This is an optimization exercise on Yosys and OpenROAD, whose aim is small area, a short achievable clock period and few clock cycles, not a production implementation.
Only simulation tests tie the RTL to the original design; equivalence was not proved.
Power figures rest on the tool's default switching activity, not on a simulated workload.

## main
## stcp_compress
module stcp_compress (
    input  wire       clk,
    input  wire       rst,           
    input  wire       cmd_valid,
    output wire       cmd_ready,
    input  wire [1:0] cmd_op,        
    input  wire [1:0] cmd_plane,
    input  wire [1:0] cmd_mode,      
    input  wire [5:0] cmd_len,
    input  wire       in_valid,
    output reg        in_ready,
    input  wire [7:0] in_data,
    output wire       out_valid,
    input  wire       out_ready,
    output wire [7:0] out_data,
    output wire       res_valid,
    output wire [2:0] res_kind,
    output wire [5:0] res_len,
    output wire [7:0] res_dsize,
    output wire [7:0] res_psize,
    output wire       res_degraded,
    output wire       res_err,
    output wire       act_method
);
    localparam K_NONE = 3'd0, K_REPEAT = 3'd1, K_ALLZERO = 3'd2, K_DELTA = 3'd3,
               K_PACK = 3'd4, K_NOGAIN = 3'd5;
    localparam FD = 7;               
    integer k, jj;
    reg  [4:0]   ph;
    reg  [255:0] ring0, ring1, ring2;
    reg  [5:0]   zcnt;               
    wire         zact = (zcnt != 6'd0);
    reg          act;                
    reg       cq_v, cq_row;
    reg [1:0] cq_op, cq_plane, cq_mode;
    reg [5:0] cq_len;
    assign cmd_ready = ~cq_v;
    reg       a_v, a_started;
    reg [1:0] a_plane, a_mode;
    reg [5:0] a_len, a_acc;
    reg [7:0] q0d, q1d;
    reg       q0v, q0f, q0l, q1v, q1f, q1l;
    reg        p_v, p_row, p_done;
    reg  [1:0] p_plane, p_mode;
    reg  [5:0] p_len;
    reg        all_eq, all_zero;
  ...
clock: 8.5 ns
lec_check: 0
abc_area: 1
cap_margin: 20
core_margin: 2
core_utilization: 65
setup_slack_margin: 5
slew_margin: 20
run.sh (not shown) runs the stock make flow with config.mk's settings and CLKGATE_MAP_FILE= SYNTH_SCRIPT=/design/flow/synth_recipe.tcl, a recipe that flattens the netlist after the stock synthesis.
main: PASS, flow complete, no timing, DRC or antenna violations
Testbench counts of main, summed over its fixed seeds: cycles 123,060.
--- input diff main..the feature branch ---
- clearing ABC_AREA, which used to be 1
--- outcome ---
- A capture point of the critical path of f[0][0] is what main shows, while o_tgt[0] belongs to the feature branch.
- Total via count in the routed design ends up lower on the feature branch.
- The feature branch has total power above what main had.
- Relative to main, core utilization decreased by 0.37 points in the feature branch.

========
== the baseline ==
stcp_compress, a different RTL version from the one above (not shown whole).
Size in the first run: about 2900 cells after synthesis, ~65 I/O pins, about 36000 um2 of cells after synthesis.
clock: 8.5 ns
lec_check: 0
cap_margin: 20
core_margin: 2
core_utilization: 65
cts_cluster_diameter: 100
cts_cluster_size: 30
setup_slack_margin: 5
slew_margin: 20
The baseline: flow completed, timing, DRC and antenna clean
Testbench counts of the baseline, summed over its fixed seeds: cycles 123,060.
Inputs modified between the baseline and the candidate:
# the baseline
export LEC_CHECK = 0
export CAP_MARGIN = 20
export CORE_MARGIN = 2
export CORE_UTILIZATION = 65
export CTS_CLUSTER_DIAMETER = 100
export CTS_CLUSTER_SIZE = 30
export SETUP_SLACK_MARGIN = 5
export SLEW_MARGIN = 20
create_clock -name core_clock -period 8.5 [get_ports {clk}]
# the candidate
export LEC_CHECK = 0
export CAP_MARGIN = 20
export CORE_MARGIN = 2
export CORE_UTILIZATION = 65
export CTS_CLUSTER_DIAMETER = 100
export CTS_CLUSTER_SIZE = 25
export SETUP_SLACK_MARGIN = 5
export SLEW_MARGIN = 20
create_clock -name core_clock -period 8.5 [get_ports {clk}]
==> flow/flow/run.sh (new file) <==
#!/bin/bash
set -euo pipefail
sed 's/SETUP_SLACK_MARGIN=[^ ]*/SETUP_SLACK_MARGIN=5.4/' standard.sh > standard_m.sh
bash standard_m.sh > flow_make.log 2>&1
==> flow/standard.sh (new file) <==
#!/bin/bash
# synth_recipe.tcl (not shown) runs the flow's synth.tcl, then flattens the netlist and writes it again
# the make line also repeats each setting of config.mk as NAME=value (left out here)
make -C /OpenROAD-flow-scripts/flow DESIGN_CONFIG=/design/flow/config.mk WORK_HOME=/design/flow/orfs CLKGATE_MAP_FILE= SYNTH_SCRIPT=/design/flow/synth_recipe.tcl "${@:-finish}"
removed: flow/run.sh
==> comparison <==
As far as count of inverters other than clock inverters in the layout goes, the candidate and the baseline are indistinguishable; the numbers are identical.
Across both runs, clock transition at the register clock pins on the worst setup and hold paths after CTS was lower for the candidate than for the baseline.
Summary of the comparison: register-to-register slack is higher in the candidate, relative to the baseline.
Against the baseline, the candidate reports a total power after layout that is higher.
The baseline and the candidate ended up with nearly the same post-placement cell count.
Where wire length of the first global-routing pass is concerned, the baseline is better than the candidate.
Across both runs, ratio of final minimum period to clock period was lower for the candidate than for the baseline.
Die area came out exactly the same in the baseline and the candidate.
The candidate vs the baseline: headroom to the max-slew limit up

port drivers added, routing unchanged:
The results above use ideal ports. As a check the final layouts listed here were re-extracted and re-timed, cells and wires unchanged. Step 1 sets driving cells, clkbuf_16 on the clock port and buf_2 on the other inputs (assumed; they add their load-dependent delay and slew). Step 2 also shifts input and output timing later by t, the mid clock arrival at the registers, as if the neighbouring blocks saw the same clock. Three values: ideal, step 1, step 2; two values: the first two.
run	t (ns)	setup WS [ns]	latest minus earliest clock arrival (ns)	worst register clock-pin slew, ns	worst data-port slew with drivers (ns)
main	0.713	5.028 / 4.979 / 4.416	0.064 / 0.064	0.07 / 0.07	0.05
the feature branch	0.724	5.070 / 5.032 / 4.493	0.045 / 0.045	0.07 / 0.07	0.05
the baseline	0.690	5.007 / 4.942 / 4.461	0.043 / 0.042	0.12 / 0.12	0.04
the candidate	0.700	5.422 / 5.357 / 4.833	0.039 / 0.039	0.10 / 0.10	0.04
After both steps every run listed still meets setup and hold. The setup slack of main, which loses most, moves by -0.049 ns with the drivers and by -0.612 ns with both steps.
